From an optimization exercise on the open Yosys and OpenROAD flow, aimed at small area, a short achievable clock period and few clock cycles; shortcuts taken in it are not production practice.

==> job 7306 <==
Design rvc_voice, start of the top module:
module rvc_voice (
    input  wire        clk,
    input  wire        rst,           
    input  wire        cmd_valid,
    output wire        cmd_ready,
    input  wire [3:0]  cmd_op,
    input  wire [2:0]  cmd_voice,
    input  wire [31:0] cmd_data,
    output wire [14:0] mem_addr,      
    input  wire [15:0] mem_rdata,     
    output reg         out_valid,
    output reg  [31:0] out_l,
    output reg  [31:0] out_r,
    output reg         rd_valid,
    output reg  [31:0] rd_data
);
make LEC_CHECK=0 ABC_AREA=1 CAP_MARGIN=20 CORE_MARGIN=2 CORE_UTILIZATION=40 SLEW_MARGIN=20 finish   # period 55.0 ns
run.sh (not shown) runs the stock make flow with config.mk's settings and CLKGATE_MAP_FILE= SYNTH_SCRIPT=/design/flow/synth_recipe.tcl, a recipe that flattens the netlist after the stock synthesis.
==> job 8299 (differences from job 7306) <==
--- a/flow/design.v
+++ b/flow/design.v
@@ -199,16 +199,17 @@
     reg  [4:0]  pan       [0:7];
     reg  [31:0] decay_amp [0:7];
     reg  [3:0]  state;
     reg  [2:0]  vi;
     reg         rdy;          
     reg         in_v0;        
     reg  [31:0] acc;
     reg  [31:0] prod;
+    reg  [31:0] aop;          
     reg  [30:0] bop;          
     reg  [14:0] maddr;
     reg  [15:0] x_raw;        
     reg         pend_r;       
     reg         rt_pend;      
     reg         c_en, c_pl, c_dc, c_aud, c_end;
     reg  [11:0] c_posn;
     reg  [4:0]  c_pan;
@@ -272,28 +273,24 @@
         .eb((mb_f[30:23] == 8'd0) ? 9'd1 : {1'b0, mb_f[30:23]}),
         .y(mul_y)
     );
     wire [3:0]  x_lz;
     lzc16 u_xlz (.x(x_mag), .n(x_lz));
     wire [15:0] x_nrm = x_mag << x_lz;
     wire [31:0] x_f   = (x_raw == 16'd0) ? 32'd0 :
                         {x_raw[15], 8'd127 - {4'd0, x_lz}, x_nrm[14:0], 8'd0};
-    reg  [31:0] add_a;
-    always @* begin
-        add_a = acc;
-        if (state == S_V5) add_a = out_l;
-        else if (pend_r)   add_a = out_r;
-    end
+    wire [31:0] add_a = aop;
     wire [31:0] add_b = prod;
     wire [31:0] add_y;
     fp32_add u_add (.a(add_a), .b(add_b), .y(add_y));
     assign cmd_ready = rdy;
     assign mem_addr  = maddr;
     wire last_voice = (vi == 3'd7);
+    wire [31:0] pan_v = pan_l((state == S_V3) ? c_pan : 5'd18 - c_pan);
     wire [31:0] da0 = (rt_pend && vi == 3'd0) ? mul_y : decay_amp[0];
     wire [11:0] r_posn = r_pos + 12'd1;
     task next_voice;
         begin
             vi     <= vn;
             maddr  <= {vnn, r_pnn};
             acc    <= r_da;
             bop    <= r_gn;
@@ -424,45 +421,48 @@
                                 decay_on[vi]  <= 1'b0;
                             end
                         end
                         state <= S_V1;
                     end
                 end
                 S_V1: begin
                     prod <= x_f;
+                    aop  <= acc;
                     if (c_pl) state <= S_V2;
                     else if (last_voice) state <= S_DONE;
                     else next_voice;
                 end
                 S_V2: begin
                     acc   <= add_y;
                     state <= S_V3;
                 end
                 S_V3: begin
                     acc <= mul_y;
-                    bop <= pan_l(c_pan);
+                    bop <= pan_v;
                     if (c_end) begin
                         playing[vi]   <= 1'b0;
                         decay_amp[vi] <= mul_y;
                         decay_on[vi]  <= 1'b1;
                         pos[vi]       <= 12'd0;
                     end else begin
                         pos[vi]       <= c_posn;
                     end
                     state <= S_V4;
                 end
                 S_V4: begin
                     prod  <= mul_y;
-                    bop   <= pan_l(5'd18 - c_pan);
+                    aop   <= out_l;
+                    bop   <= pan_v;
                     state <= S_V5;
                 end
                 S_V5: begin
                     out_l  <= add_y;
                     prod   <= mul_y;
+                    aop    <= out_r;
                     pend_r <= 1'b1;
                     if (last_voice) state <= S_DONE;
                     else next_voice;
                 end
                 S_DONE: begin
                     maddr     <= {3'd0, pos[0]};
                     out_valid <= 1'b1;
                     state     <= S_IDLE;
==> job 4324 (differences from job 7306) <==
--- a/flow/design.v
+++ b/flow/design.v
@@ -199,16 +199,17 @@
     reg  [4:0]  pan       [0:7];
     reg  [31:0] decay_amp [0:7];
     reg  [3:0]  state;
     reg  [2:0]  vi;
     reg         rdy;          
     reg         in_v0;        
     reg  [31:0] acc;
     reg  [31:0] prod;
+    reg  [31:0] aop;          
     reg  [30:0] bop;          
     reg  [14:0] maddr;
     reg  [15:0] x_raw;        
     reg         pend_r;       
     reg         rt_pend;      
     reg         c_en, c_pl, c_dc, c_aud, c_end;
     reg  [11:0] c_posn;
     reg  [4:0]  c_pan;
@@ -272,28 +273,24 @@
         .eb((mb_f[30:23] == 8'd0) ? 9'd1 : {1'b0, mb_f[30:23]}),
         .y(mul_y)
     );
     wire [3:0]  x_lz;
     lzc16 u_xlz (.x(x_mag), .n(x_lz));
     wire [15:0] x_nrm = x_mag << x_lz;
     wire [31:0] x_f   = (x_raw == 16'd0) ? 32'd0 :
                         {x_raw[15], 8'd127 - {4'd0, x_lz}, x_nrm[14:0], 8'd0};
-    reg  [31:0] add_a;
-    always @* begin
-        add_a = acc;
-        if (state == S_V5) add_a = out_l;
-        else if (pend_r)   add_a = out_r;
-    end
+    wire [31:0] add_a = aop;
     wire [31:0] add_b = prod;
     wire [31:0] add_y;
     fp32_add u_add (.a(add_a), .b(add_b), .y(add_y));
     assign cmd_ready = rdy;
     assign mem_addr  = maddr;
     wire last_voice = (vi == 3'd7);
+    wire [31:0] pan_v = pan_l((state == S_V3) ? c_pan : 5'd18 - c_pan);
     wire [31:0] da0 = (rt_pend && vi == 3'd0) ? mul_y : decay_amp[0];
     wire [11:0] r_posn = r_pos + 12'd1;
     task next_voice;
         begin
             vi     <= vn;
             maddr  <= {vnn, r_pnn};
             acc    <= r_da;
             bop    <= r_gn;
@@ -424,45 +421,48 @@
                                 decay_on[vi]  <= 1'b0;
                             end
                         end
                         state <= S_V1;
                     end
                 end
                 S_V1: begin
                     prod <= x_f;
+                    aop  <= acc;
                     if (c_pl) state <= S_V2;
                     else if (last_voice) state <= S_DONE;
                     else next_voice;
                 end
                 S_V2: begin
                     acc   <= add_y;
                     state <= S_V3;
                 end
                 S_V3: begin
                     acc <= mul_y;
-                    bop <= pan_l(c_pan);
+                    bop <= pan_v;
                     if (c_end) begin
                         playing[vi]   <= 1'b0;
                         decay_amp[vi] <= mul_y;
                         decay_on[vi]  <= 1'b1;
                         pos[vi]       <= 12'd0;
                     end else begin
                         pos[vi]       <= c_posn;
                     end
                     state <= S_V4;
                 end
                 S_V4: begin
                     prod  <= mul_y;
-                    bop   <= pan_l(5'd18 - c_pan);
+                    aop   <= out_l;
+                    bop   <= pan_v;
                     state <= S_V5;
                 end
                 S_V5: begin
                     out_l  <= add_y;
                     prod   <= mul_y;
+                    aop    <= out_r;
                     pend_r <= 1'b1;
                     if (last_voice) state <= S_DONE;
                     else next_voice;
                 end
                 S_DONE: begin
                     maddr     <= {3'd0, pos[0]};
                     out_valid <= 1'b1;
                     state     <= S_IDLE;
- CORE_UTILIZATION: 40 -> 60
==> impl_metrics.csv <==
group,metric,value,unit
outcome,status,"timing/DRC/antenna clean",
logic_synthesis,ys_types,81,
hold_path,holdPathEnd,"enabled[6]",
critical_path,r2r-start,"bop[5]",
finish,multi_input_area_share,51.4,%
logic_synthesis,synth-xor-area-share,4.41,%
finish,fillers,11700,
finish,seq_area,31100,sq um
die,floorplan.die_area,146000,sq um
logic_synthesis,synth_top_area_share,34.6,%
grt,grt_pass1_vias,81900,
[end of results for job 4324]
==> impl_metrics.csv <==
group,metric,value,unit
critical_path,r2r-start,"prod[22]",
finish,multi_input_area_share,50.6,%
die,floorplan.die_area,218000,sq um
logic_synthesis,synth-xor-area-share,4.41,%
finish,fillers,21400,
hold_path,holdPathEnd,"enabled[2]",
finish,seq_area,31100,sq um
outcome,status,"timing/DRC/antenna clean",
grt,grt_pass1_vias,78200,
[end of results for job 8299]
==> impl_metrics.csv <==
group,metric,value,unit
outcome,status,"timing/DRC/antenna clean",
finish,fillers,21900,
finish,seq_area,30600,sq um
critical_path,r2r-start,"state[0]",
die,floorplan.die_area,222000,sq um
grt,grt_pass1_vias,79700,
logic_synthesis,ys_types,93,
[end of results for job 7306]
No functional check of the RTL was part of any run of this note.

==> afterwards: timing with drivers on the ports <==
In the flow no input, the clock included, has a driving cell. The finished layouts below were timed again as built, in two steps.
Step 1 assumes that a clkbuf_16 drives the clock port and a buf_2 every other input.
Step 2 also shifts input and output timing later by t, the mid clock arrival at the registers, as if the neighbouring blocks saw the same clock.
Three values: no drivers, after step 1, after step 2; two values: the first two.
| run | shift t [ns] | slack for setup (ns) | worst setup path after step 2 | slew at the worst register clock pin (ns) | worst data-port slew with drivers (ns) |
|---|---|---|---|---|---|
| job 7306 | 0.853 | 38.041 / 38.069 / 37.216 | input to register | 0.08 / 0.08 | 0.09 |
| job 8299 | 0.833 | 37.974 / 37.989 / 37.156 | input to register | 0.07 / 0.07 | 0.07 |
| job 4324 | 0.852 | 38.963 / 39.031 / 38.179 | input to register | 0.07 / 0.07 | 0.15 |
After both steps setup and hold are still met in every run listed. The setup slack of job 7306, which loses most, moves by +0.028 ns with the drivers and by -0.825 ns with both steps.
